From an optimization exercise on the open Yosys and OpenROAD flow, aimed at small area, a short achievable clock period and few clock cycles per item; shortcuts taken in it are not production practice. In this exercise RTL edits were held to simulation tests only and were not proved equivalent to the original.

==> flow/design.v (excerpt) <==
module himg_qmap (
    input  wire        clk,
    input  wire        rst,         
    input  wire        in_valid,
    output wire        in_ready,
    input  wire [1:0]  in_op,
    input  wire [15:0] in_data,
    output wire        out_valid,
    input  wire        out_ready,
    output wire [15:0] out_data
);
Size: roughly 790 flip-flops, about 59,000 sq um of cells after synthesis.
==> flow/config.mk <==
export PLATFORM = sky130hd
export DESIGN_NAME = himg_qmap
export DESIGN_NICKNAME = himg_qmap
export VERILOG_FILES = /design/flow/design.v
export SDC_FILE = /design/flow/constraint.sdc
export NUM_CORES = 4
export LEC_CHECK = 0
export ABC_AREA = 1
export CAP_MARGIN = 20
export CORE_MARGIN = 2
export CORE_UTILIZATION = 55
export PLACE_DENSITY = 0.65
export SLEW_MARGIN = 20
==> flow/constraint.sdc <==
create_clock -name core_clock -period 14.0 [get_ports {clk}]
set_input_delay 2.8000 -clock core_clock [delete_from_list [all_inputs] [get_ports {clk}]]
set_output_delay 2.8000 -clock core_clock [all_outputs]
set_load 0.01 [all_outputs]
run.sh (not shown) runs the stock make flow with config.mk's settings and CLKGATE_MAP_FILE= SYNTH_SCRIPT=/design/flow/synth_recipe.tcl, a recipe that flattens the netlist after the stock synthesis.
Testbench counts at the start, summed over its fixed seeds: cycles 3,376, items 3,072.
==> next run, changes <==
--- a/flow/config.mk
+++ b/flow/config.mk
@@ -10,4 +10,4 @@
 export CORE_MARGIN = 2
-export CORE_UTILIZATION = 55
-export PLACE_DENSITY = 0.65
+export CORE_UTILIZATION = 65
+export PLACE_DENSITY = 0.75
 export SLEW_MARGIN = 20
What happened: Maximum frequency decreases by 0.63%; design area drops by 0.42%; synthesized area stays the same; clock-buffer cell count stays the same; die area shrinks by 15%; non-clock buffer count went up by 1; cell count goes down by 2.6%; worst hold slack gains 3.4 ps; utilization climbs by 10 points.

---

Another version of the RTL of himg_qmap (not shown whole).
Size: roughly 6,700 cells after synthesis, ~740 flip-flops, about 40 I/O pins, about 57,000 um^2 of cells after synthesis.
// himg_qmap
module himg_qmap (
    input  wire        clk,
    input  wire        rst,         
    input  wire        in_valid,
    output wire        in_ready,
    input  wire [1:0]  in_op,
    input  wire [15:0] in_data,
    output wire        out_valid,
    input  wire        out_ready,
    output wire [15:0] out_data
);
clock: 14.0 ns
lec_check: 0
abc_area: 1
cap_margin: 20
core_margin: 2
core_utilization: 45
place_density: 0.6
slew_margin: 20
Testbench counts at the start, summed over its fixed seeds: cycles 3,568, items 3,072.
Rerun with:
Settings changed: CORE_UTILIZATION 45 to 55, PLACE_DENSITY 0.6 to 0.65.
Outcome:
- count of clock-buffer cells in the layout decreases by 5
- area after synthesis does not change
- via count went up by about 1%
- sequential share of layout area rises by 0.21 points
Rerun with:
Settings changed: CORE_UTILIZATION 55 to 65, PLACE_DENSITY 0.65 to 0.75.
=>
- area after synthesis is unchanged
- register-to-register slack got worse by 0.04 ns
- routed wire length barely changes
- non-clock buffer count went down by 1
- cell count falls by a few percent
- die area went down by about a fifth
- critical path depth is unchanged
- cell area falls slightly
- fmax went down slightly

---

yarrow:
Another version of the RTL of himg_qmap (not shown whole).
For scale: about 5,600 cells after synthesis, roughly 56,000 µm² of cells after synthesis.
clock: 14.0 ns
lec_check: 0
cap_margin: 50
core_margin: 2
core_utilization: 55
place_density: 0.65
slew_margin: 70
Testbench counts of yarrow, summed over its fixed seeds: cycles 3,568, items 3,072.
### yarrow -> ember
- swapping 50 for 20 in CAP_MARGIN
- swapping 70 for 20 in SLEW_MARGIN
Results
Compared to yarrow, ember has global-route usage over all layers 0.40 points lower. Worst reg-to-reg setup slack across yarrow and ember: no real change. Compared with yarrow, in ember initial antenna violation count up 1; sequential share of layout area up 0.96 points. Post-route worst hold slack: lower on yarrow. Summary: with yarrow as the reference, first-iteration DRC count in ember moved down by a few percent. Summary — clock skew, ember relative to yarrow: higher, by 0.016 ns. Side by side, final cell count turned out lower in ember than in yarrow. Against yarrow, worst slack after detailed placement in ember came out better.

---

before:
himg_qmap, a different RTL version from the one above (not shown whole).
For scale: ~6400 cells after synthesis, about 710 flip-flops, about 55000 um2 of cells after synthesis.
==> flow/config.mk <==
export PLATFORM = sky130hd
export DESIGN_NAME = himg_qmap
export DESIGN_NICKNAME = himg_qmap
export VERILOG_FILES = /design/flow/design.v
export SDC_FILE = /design/flow/constraint.sdc
export NUM_CORES = 4
export LEC_CHECK = 0
export ABC_AREA = 1
export CAP_MARGIN = 20
export CORE_MARGIN = 2
export CORE_UTILIZATION = 65
export PLACE_DENSITY = 0.75
export SLEW_MARGIN = 20
==> flow/constraint.sdc <==
create_clock -name core_clock -period 14.0 [get_ports {clk}]
set_input_delay 2.8000 -clock core_clock [delete_from_list [all_inputs] [get_ports {clk}]]
set_output_delay 2.8000 -clock core_clock [all_outputs]
set_load 0.01 [all_outputs]
Testbench counts of before, summed over its fixed seeds: cycles 3,568, items 3,072.
Input changes introduced in after (baseline for comparison: before):
Settings: ABC_AREA no longer set, was 1.
Notes after the runs:
- Simple-gate share of the synthesized area: after lower than before
- Diff before and after: post-synthesis cell count lower in after
- Going from before to after, the cell count was found to have gone down by 15%.
- Changes observed in after relative to before: average detailed-routed wire length per instance grew by 11%, routed wire length shrank by 5.2%.
- In the reports for before and after, the smaller core area belongs to after.
- before leaves more setup margin than after.
- before → after: post-synthesis share of cell area spent on xor and xnor gates shows an increase of 0.22 points; highest achievable clock rate shows a reduction of 28 MHz.

---

Setup of JK:
Another version of the RTL of himg_qmap (not shown whole).
Size: ~6900 cells after synthesis, roughly 780 flip-flops.
Design himg_qmap, start of the top module:
module himg_qmap (
    input  wire        clk,
    input  wire        rst,         
    input  wire        in_valid,
    output wire        in_ready,
    input  wire [1:0]  in_op,
    input  wire [15:0] in_data,
    output wire        out_valid,
    input  wire        out_ready,
    output wire [15:0] out_data
);
==> flow/config.mk <==
export PLATFORM = sky130hd
export DESIGN_NAME = himg_qmap
export DESIGN_NICKNAME = himg_qmap
export VERILOG_FILES = /design/flow/design.v
export SDC_FILE = /design/flow/constraint.sdc
export NUM_CORES = 4
export LEC_CHECK = 0
export ABC_AREA = 1
export CAP_MARGIN = 20
export CORE_MARGIN = 2
export CORE_UTILIZATION = 65
export PLACE_DENSITY = 0.75
export SLEW_MARGIN = 20
==> flow/constraint.sdc <==
create_clock -name core_clock -period 14.0 [get_ports {clk}]
set_input_delay 2.8000 -clock core_clock [delete_from_list [all_inputs] [get_ports {clk}]]
set_output_delay 2.8000 -clock core_clock [all_outputs]
set_load 0.01 [all_outputs]
Every stage of the flow completed for JK, and the final layout passed the timing, DRC and antenna checks.
Testbench counts of JK, summed over its fixed seeds: cycles 3,376, items 3,072.
Inputs modified between JK and MS:
diff --git a/flow/config.mk b/flow/config.mk
--- a/flow/config.mk
+++ b/flow/config.mk
@@ -11,2 +11,2 @@
-export CORE_UTILIZATION = 65
-export PLACE_DENSITY = 0.75
+export CORE_UTILIZATION = 55
+export PLACE_DENSITY = 0.65
Findings:
- MS reached the final stage; the timing, DRC and antenna checks on its layout passed.
- Going from JK to MS, global-route wire length before repair roughly the same; detailed-routing iteration count for the pre-antenna-repair pass now smaller; number of clock buffers in the layout increased by 3 relative to the old numbers; detailed-route DRC error count level.

-- separate check: timing with driven ports --
In the flow no input, the clock included, has a driving cell. The finished layouts below were timed again as built, in two steps.
Step 1 sets driving cells, clkbuf_16 on the clock port and buf_2 on the other inputs (assumed; they add their load-dependent delay and slew).
Step 2 times the ports against the registers' clock, not the clock port: input delays grow and output delays shrink by t, the midpoint of the rising clock arrivals with the driver on.
Slacks: no drivers / after step 1 / after step 2; pairs: no drivers / after step 1.
run | shift t [ns] | slack for setup (ns) | worst setup path at the end | worst register clock-pin slew, ns | worst data-port slew with drivers (ns)
the first run of note 1 | 0.735 | 9.361 / 9.361 / 9.101 | input to register | 0.07 / 0.07 | 0.10
the second run of note 1 | 0.726 | 9.332 / 9.332 / 9.076 | input to register | 0.07 / 0.07 | 0.08
the first run of note 2 | 0.748 | 9.370 / 9.326 / 9.119 | input to register | 0.07 / 0.07 | 0.06
the second run of note 2 | 0.727 | 9.458 / 9.387 / 9.458 | register to register | 0.07 / 0.07 | 0.05
the third run of note 2 | 0.713 | 9.417 / 9.417 / 9.118 | input to register | 0.07 / 0.07 | 0.04
yarrow | 0.725 | 8.455 / 8.455 / 8.455 | register to register | 0.07 / 0.07 | 0.10
ember | 0.724 | 8.463 / 8.463 / 8.463 | register to register | 0.07 / 0.07 | 0.10
before | 0.693 | 8.655 / 8.655 / 8.369 | input to register | 0.07 / 0.07 | 0.09
after | 0.708 | 7.712 / 7.712 / 7.712 | register to register | 0.07 / 0.07 | 0.04
JK | 0.716 | 9.427 / 9.427 / 9.191 | input to register | 0.06 / 0.06 | 0.07
MS | 0.734 | 9.383 / 9.383 / 9.309 | input to register | 0.06 / 0.06 | 0.11
After both steps every run listed still meets setup and hold. The setup slack of the third run of note 2, which loses most, moves by 0.000 ns with the drivers and by -0.299 ns with both steps.
